Context: an optimization exercise on an open-source flow, tuned for small area, a short achievable clock period and few clock cycles per item. The choices shown serve that exercise and are no tape-out recipe. RTL that was checked went through simulation tests only; none was proved equivalent to the original. Power is estimated from default activity; no workload was simulated.

## ats_sensor_scan
module ats_sensor_scan (
    input  wire        clk,
    input  wire        rst,           
    input  wire        start,         
    input  wire [15:0] now,           
    input  wire [7:0]  max_temp,      
    input  wire [7:0]  dis_temp,      
    output reg         ready,
    output reg  [7:0]  adc_en,        
    input  wire [15:0] adc_raw,       
    output reg         done,          
    output wire [63:0] readings,      
    output reg  [7:0]  max_reading,
    output reg         overheat
);
==> flow/config.mk <==
export PLATFORM = sky130hd
export DESIGN_NAME = ats_sensor_scan
export DESIGN_NICKNAME = ats_sensor_scan
export VERILOG_FILES = /design/flow/design.v
export SDC_FILE = /design/flow/constraint.sdc
export NUM_CORES = 4
export LEC_CHECK = 0
export CAP_MARGIN = 30
export CORE_MARGIN = 2
export CORE_UTILIZATION = 50
export CTS_CLUSTER_DIAMETER = 120
export CTS_CLUSTER_SIZE = 24
export SLEW_MARGIN = 20
==> flow/constraint.sdc <==
create_clock -name core_clock -period 17.0 [get_ports {clk}]
set_input_delay 3.4000 -clock core_clock [delete_from_list [all_inputs] [get_ports {clk}]]
set_output_delay 3.4000 -clock core_clock [all_outputs]
set_load 0.01 [all_outputs]
standard.sh (not shown) runs the stock make flow with config.mk's settings and CLKGATE_MAP_FILE= SYNTH_SCRIPT=/design/flow/synth_recipe.tcl, a recipe that flattens the netlist after the stock synthesis.
==> flow/flow/run.sh <==
#!/bin/bash
# Own flow: the standard layout (standard.sh, unchanged synthesis), with
#  - the port buffers made of plain buffers.
# The whole make output goes to flow.log in the work folder; ORFS keeps each
# step's own log under orfs/logs/.
set -euo pipefail
export SETUP_SLACK_MARGIN="${SETUP_SLACK_MARGIN_OWN:-12}"
export TNS_END_PERCENT=100
export BUFFER_PORTS_ARGS="-buffer_cell sky130_fd_sc_hd__buf_2"
bash standard.sh > flow.log 2>&1
Rerun with:
--- a/flow/design.v
+++ b/flow/design.v
@@ -5200,34 +5200,33 @@
     wire rq_lt_lo = sgt8(lo_q, r_q);
     reg  any_gt_hi, all_lt_lo;    
     wire hi_en    = (hi_q != LIMIT_DISABLED);
     wire lo_en    = (lo_q != LIMIT_DISABLED);
     wire raise_req = hi_en & (any_gt_hi | rq_gt_hi);
     wire lower_req = lo_en & all_lt_lo & rq_lt_lo;
     wire g_expired = (diff >= TIMEOUT);
     always @(posedge clk) begin
         if (cnt == 4'd3 || rq_gt_m)
             max_reading <= r_q;
-        if (cnt == 4'd10 && !lower_req && raise_req && !overheat && !g_pend)
-            g_since <= now_q;
         any_gt_hi <= (cnt != 4'd3 && any_gt_hi) | rq_gt_hi;
         all_lt_lo <= (cnt == 4'd3 || all_lt_lo) & rq_lt_lo;
         if (rst) begin
             overheat <= 1'b0;
             g_pend   <= 1'b0;
         end else if (cnt == 4'd10) begin
             if (lower_req) begin
                 overheat <= 1'b0;
                 g_pend   <= 1'b0;
             end else if (raise_req) begin
                 if (overheat) begin
                     g_pend <= 1'b0;
                 end else if (g_pend && g_expired) begin
                     overheat <= 1'b1;
                     g_pend   <= 1'b0;
                 end else if (!g_pend) begin
                     g_pend  <= 1'b1;
+                    g_since <= now_q;
                 end
             end
         end
     end
 endmodule
=> The changed run went through all stages and came out clean. Via count falls by 1.6%. Area after synthesis falls by 2.7%. Design area falls by 2.7%. Hold slack improved by 0.0072 ns. Power falls by 1.8%. Global-route usage is about the same. Sequential cell count is unchanged. Routed wire length falls by 4.8%.
Testbench counts after the change, summed over its fixed seeds: cycles 35,208, scans 3,200.
No functional check of the RTL was part of the first run of this note.

---

the previous run:
RTL: one of the versions met above, not the one the previous note started from.
Size: ~14000 um^2 of cells after synthesis.
Design ats_sensor_scan, start of the top module:
module ats_sensor_scan (
    input  wire        clk,
    input  wire        rst,           
    input  wire        start,         
    input  wire [15:0] now,           
    input  wire [7:0]  max_temp,      
    input  wire [7:0]  dis_temp,      
    output reg         ready,
    output reg  [7:0]  adc_en,        
    input  wire [15:0] adc_raw,       
    output reg         done,          
    output wire [63:0] readings,      
    output reg  [7:0]  max_reading,
    output reg         overheat
);
clock: 17.0 ns
lec_check: 0
cap_margin: 30
core_margin: 2
core_utilization: 40
cts_cluster_diameter: 120
cts_cluster_size: 24
slew_margin: 20
Scripts as last shown in full above: flow/flow/run.sh
Testbench counts of the previous run, summed over its fixed seeds: cycles 35,208, scans 3,200.
Edits applied to the flow inputs when going from the previous run to the current run:
diff --git a/flow/design.v b/flow/design.v
--- a/flow/design.v
+++ b/flow/design.v
@@ -1,18 +1,18 @@
 module ats_sensor_scan (
     input  wire        clk,
     input  wire        rst,           
     input  wire        start,         
     input  wire [15:0] now,           
     input  wire [7:0]  max_temp,      
     input  wire [7:0]  dis_temp,      
     output reg         ready,
-    output reg  [7:0]  adc_en,        
+    output wire [7:0]  adc_en,        
     input  wire [15:0] adc_raw,       
     output reg         done,          
     output wire [63:0] readings,      
     output reg  [7:0]  max_reading,
     output reg         overheat
 );
     localparam [15:0] DC_THRESHOLD = 16'd1000;
     localparam [15:0] SC_THRESHOLD = 16'd64000;
     localparam [15:0] TIMEOUT      = 16'd100;     
@@ -28,19 +28,20 @@
     reg        ld;                
     wire accept = start & ready;
     reg  [3:0] cnt_n;
     always @(*) begin
         if (accept)               cnt_n = 4'd1;
         else if (cnt == 4'd11)    cnt_n = 4'd0;
         else if (cnt != 4'd0)     cnt_n = cnt + 4'd1;
         else                      cnt_n = 4'd0;
     end
-    wire [7:0] chan_rd = {chan[5:0], chan[7:6]};    
+    reg        rd_act;            
+    assign adc_en = {8{rd_act}} & {chan[6:0], chan[7]};
     reg [15:0] now_q;             
     reg [15:0] t_prev;            
     reg        g_pend;            
     reg [15:0] g_since;
     reg [7:0]  hi_q, lo_q;
     reg [15:0] raw_q;
     always @(posedge clk) begin
         raw_q <= adc_raw;
         if (ld) begin
@@ -48,30 +49,30 @@
             hi_q   <= max_temp;
             lo_q   <= dis_temp;
         end
         if (cnt == 4'd10)
             t_prev <= now_q;
         if (rst) begin
             cnt    <= 4'd0;
             ready  <= 1'b1;
             ld     <= 1'b1;
-            adc_en <= 8'd0;
+            rd_act <= 1'b0;
             proc   <= 1'b0;
             done   <= 1'b0;
             chan   <= 8'd1;
             wr     <= 1'b0;
             fresh  <= 1'b1;
         end else begin
             cnt    <= cnt_n;
             ready  <= ~accept & (ready | (cnt == 4'd10));
             ld     <= (cnt_n == 4'd0) | (cnt_n == 4'd11);
-            adc_en <= (accept | (cnt != 4'd0 && cnt < 4'd8)) ? chan_rd : 8'd0;
-            proc   <= (adc_en != 8'd0);
+            rd_act <= accept | (cnt != 4'd0 && cnt < 4'd8);
+            proc   <= rd_act;
             done   <= (cnt == 4'd10);
             chan   <= {chan[6:0], chan[7]};
             wr     <= proc;
             if (done) fresh <= 1'b0;
         end
     end
     reg [7:0]  rd [0:7];
     reg        r_pdc   [0:7];
     reg        r_psc   [0:7];
@@ -5201,32 +5202,33 @@
     reg  any_gt_hi, all_lt_lo;    
     wire hi_en    = (hi_q != LIMIT_DISABLED);
     wire lo_en    = (lo_q != LIMIT_DISABLED);
     wire raise_req = hi_en & (any_gt_hi | rq_gt_hi);
     wire lower_req = lo_en & all_lt_lo & rq_lt_lo;
     wire g_expired = (diff >= TIMEOUT);
     always @(posedge clk) begin
         if (cnt == 4'd3 || rq_gt_m)
             max_reading <= r_q;
+        if (cnt == 4'd10 && !lower_req && raise_req && !overheat && !g_pend)
+            g_since <= now_q;
         any_gt_hi <= (cnt != 4'd3 && any_gt_hi) | rq_gt_hi;
         all_lt_lo <= (cnt == 4'd3 || all_lt_lo) & rq_lt_lo;
         if (rst) begin
             overheat <= 1'b0;
             g_pend   <= 1'b0;
         end else if (cnt == 4'd10) begin
             if (lower_req) begin
                 overheat <= 1'b0;
                 g_pend   <= 1'b0;
             end else if (raise_req) begin
                 if (overheat) begin
                     g_pend <= 1'b0;
                 end else if (g_pend && g_expired) begin
                     overheat <= 1'b1;
                     g_pend   <= 1'b0;
                 end else if (!g_pend) begin
                     g_pend  <= 1'b1;
-                    g_since <= now_q;
                 end
             end
         end
     end
 endmodule
## What came out
Final cell count shrinks by a few percent when moving from the previous run to the current run.
Slowest library cell on the worst path = dfxtp_1: the current run; slowest library cell on the worst path = or3_1: the previous run
In the current run, area added between synthesis and finish is higher than in the previous run.
Diff the previous run -> the current run: area of the placeable core shows a reduction of 2.9%, total power density per cell area shows a reduction of 4.5%.
Looking at final net count, the current run sits below the previous run.
Diff the previous run -> the current run: final wirelength saw a decrease; total leakage power fell by 0.053 nW.
On fmax, the higher figure sits with the previous run, not the current run.
Only the layout flow was run in the current run; the RTL was not checked for function there.

## re-timing with driven ports
Ports are ideal in the flow. The routed layouts listed here were re-timed in OpenROAD.
Step 1 assumes that a clkbuf_16 drives the clock port and a buf_2 every other input.
Step 2, shift: input delay + t, output delay - t, t = (earliest + latest rising clock arrival at the registers) / 2. This alone moves slack from input paths to output paths.
Three values: no drivers, after step 1, after step 2; two values: the first two.
| run | t (ns) | setup slack, ns | clock arrival spread, ns | pins driven straight from the clock port |
|---|---|---|---|---|
| the first run of note 1 | 0.568 | 12.427 / 12.405 / 12.390 | 0.036 / 0.036 | 1 |
| the second run of note 1 | 0.548 | 12.368 / 12.398 / 11.850 | 0.028 / 0.028 | 1 |
| the previous run | 0.559 | 12.393 / 12.409 / 11.849 | 0.015 / 0.015 | 1 |
| the current run | 0.555 | 12.101 / 12.047 / 12.507 | 0.031 / 0.031 | 1 |
After both steps every run listed still meets setup and hold. For the previous run, which loses most, drivers alone change the setup slack by +0.016 ns; drivers and shift together by -0.544 ns.
